This is an optimization exercise on Yosys and OpenROAD, whose aim is a short achievable clock period and few clock cycles, not a production implementation. Only simulation tests tie the RTL to the original design; equivalence was not proved. Power and IR drop assume default switching activity.

Setup of yarrow:
## bsrw
module bsrw (
    input             clk,
    input             rst,
    input             host_we,
    input      [2:0]  host_addr,
    input      [31:0] host_wdata,
    output            busy,
    output     [31:0] res0,
    output     [31:0] status,
    output            mem_req,
    output            mem_we,
    output     [9:0]  mem_addr,
    output     [7:0]  mem_wdata,
    input      [7:0]  mem_rdata,
    input             mem_ready,
    output            out_valid,
    output     [7:0]  out_data,
    input             out_ready
);
clock: 12.0 ns
lec_check: 0
abc_clock_period_in_ps: 3000
cap_margin: 35
core_margin: 2
core_utilization: 40
slew_margin: 35
tns_end_percent: 10
standard.sh (not shown) runs the stock make flow with config.mk's settings and CLKGATE_MAP_FILE= SYNTH_SCRIPT=/design/flow/synth_recipe.tcl, a recipe that flattens the netlist after the stock synthesis.
==> flow/flow/run.sh <==
#!/bin/bash
# Layout flow: the standard flow (standard.sh: unchanged synthesis and
# ORFS steps, the standard flow's SDC and clock period) with two changes to how the
# layout is made:
#  - setup repair aims well below the clock period, so that the layout
#    reaches a shorter period than the constraint asks for;
#  - the port buffers that the standard flow inserts on every input and
#    output are buf_8 cells instead of the smallest buffer.
set -e
export SETUP_SLACK_MARGIN=7.8
export BUFFER_PORTS_ARGS="-buffer_cell sky130_fd_sc_hd__buf_8"
bash standard.sh > standard.log 2>&1
Testbench counts of yarrow, summed over its fixed seeds: cycles 29,292.
What garnet does differently from yarrow at the input level:
--- a/flow/design.v
+++ b/flow/design.v
@@ -637,22 +637,18 @@
                 d_brib    <= ctx_brib[a_ci];
                 d_ovw     <= pc_ae[a_ci] || (!pc_in1[a_ci] && t_gt[a_idx]);
                 d_povw    <= pc_pmax[a_ci] && t_ge[a_idx];
                 d_pov0    <= pc_pov0[a_ci];
                 d_rf1     <= a_rd ? t_gt[a_idx] : rf1f[a_ci];
                 d_rs0     <= (a_rd || a0lt8_c) ? (4'd8 + a_K - a_rn0) : a_K;
                 d_rmask0  <= ~(8'hFF << a_rn0);
                 d_rdpos   <= t_ge[a_idx] ? pc_pp1[a_ci] : ctx_pos[a_ci];
                 d_rdbrib  <= 4'd8 - ((4'd8 - a_K + a_W) & 4'd7);
-                mwe    <= (host_wdata == 32'h0000_2001) && cz_ok_c;
-                maddr  <= ((a_opc == OP_CREATE) || (a_opc == OP_DUMP)) ? arg0[9:0] :
-                          (a_opc == OP_WRBA) ? fa_wba[a_ci] :
-                          (a_opc == OP_WRFIELD) ? fa_wf[a_ci] : pc_addr[a_ci];
                 odata    <= "H";
                 gph      <= G_HDR;
                 gidx     <= 3'd1;
                 gcol     <= 4'd0;
                 gsub     <= 2'd0;
                 gnm1     <= (arg1[10:4] != 7'd0) ? 4'd15 : (arg1[3:0] - 4'd1);
                 glastm1  <= arg1[3:0] - 4'd1;
                 grl      <= arg1[10:4] + {6'd0, (arg1[3:0] != 4'd0)};
                 grl1     <= ((arg1[10:4] + {6'd0, (arg1[3:0] != 4'd0)}) == 7'd1);
@@ -663,18 +659,22 @@
                 fleft    <= arg1[10:0];
                 fl1      <= (arg1[10:0] == 11'd1);
                 flnz     <= (arg1[10:0] != 11'd0);
                 fv       <= 16'd0;
                 if (host_we) begin
                     case (host_addr)
                         3'd0: begin
                             busy_r    <= 1'b1;
                             mreq   <= 1'b1;
+                            mwe    <= (host_wdata == 32'h0000_2001) && cz_ok_c;
+                            maddr  <= ((a_opc == OP_CREATE) || (a_opc == OP_DUMP)) ? arg0[9:0] :
+                                      (a_opc == OP_WRBA) ? fa_wba[a_ci] :
+                                      (a_opc == OP_WRFIELD) ? fa_wf[a_ci] : pc_addr[a_ci];
                             if ((host_wdata == 32'h0000_000D) && inr01_c) begin
                                 st       <= ST_DUMP;
                                 oval     <= 1'b1;
                                 mreq     <= (arg1[10:0] != 11'd0);
                             end else if (a_zc) begin
                                 st      <= ST_IDLE;
                                 busy_r  <= 1'b0;
                                 mreq    <= 1'b0;
                                 rstat_r <= RS_OK;
==> comparison <==
- garnet against yarrow: number of non-clock buffers in the layout shows an increase of 34, combinational power picked up an extra about 50%, area used by sequential logic in the layout shows no meaningful change.
- For the cell area, garnet came in about 0.66% lower than yarrow did.
- | via count | garnet vs yarrow | ≈ equal |
- Re sequential cell count: no difference whatsoever between yarrow and garnet.
Testbench counts of garnet, summed over its fixed seeds: cycles 29,292.

==> port drivers added, routing unchanged <==
Ports are ideal in the flow. The routed layouts listed here were re-timed in OpenROAD. Step 1 (the two cells are an assumption about what drives the block):
set clk [get_ports {clk}]
set_driving_cell -lib_cell sky130_fd_sc_hd__clkbuf_16 $clk
set_driving_cell -lib_cell sky130_fd_sc_hd__buf_2 [delete_from_list [all_inputs] $clk]
Step 2 adds t to the input delays and takes it off the output delays; t is the mean of the earliest and latest rising clock arrival at the registers after step 1. Input paths then give back, and output paths get back, about the clock's delay inside the block. Three values: ideal, step 1, step 2; two values: the first two.
run | shift t [ns] | setup WS [ns] | worst data-port slew with drivers (ns) | pins driven straight from the clock port
yarrow | 0.948 | 7.297 / 7.263 / 6.315 | 0.38 | 1
garnet | 0.941 | 7.109 / 7.132 / 6.191 | 0.32 | 1
After both steps setup and hold are still met in every run listed. The setup slack of yarrow, which loses most, moves by -0.034 ns with the drivers and by -0.982 ns with both steps.
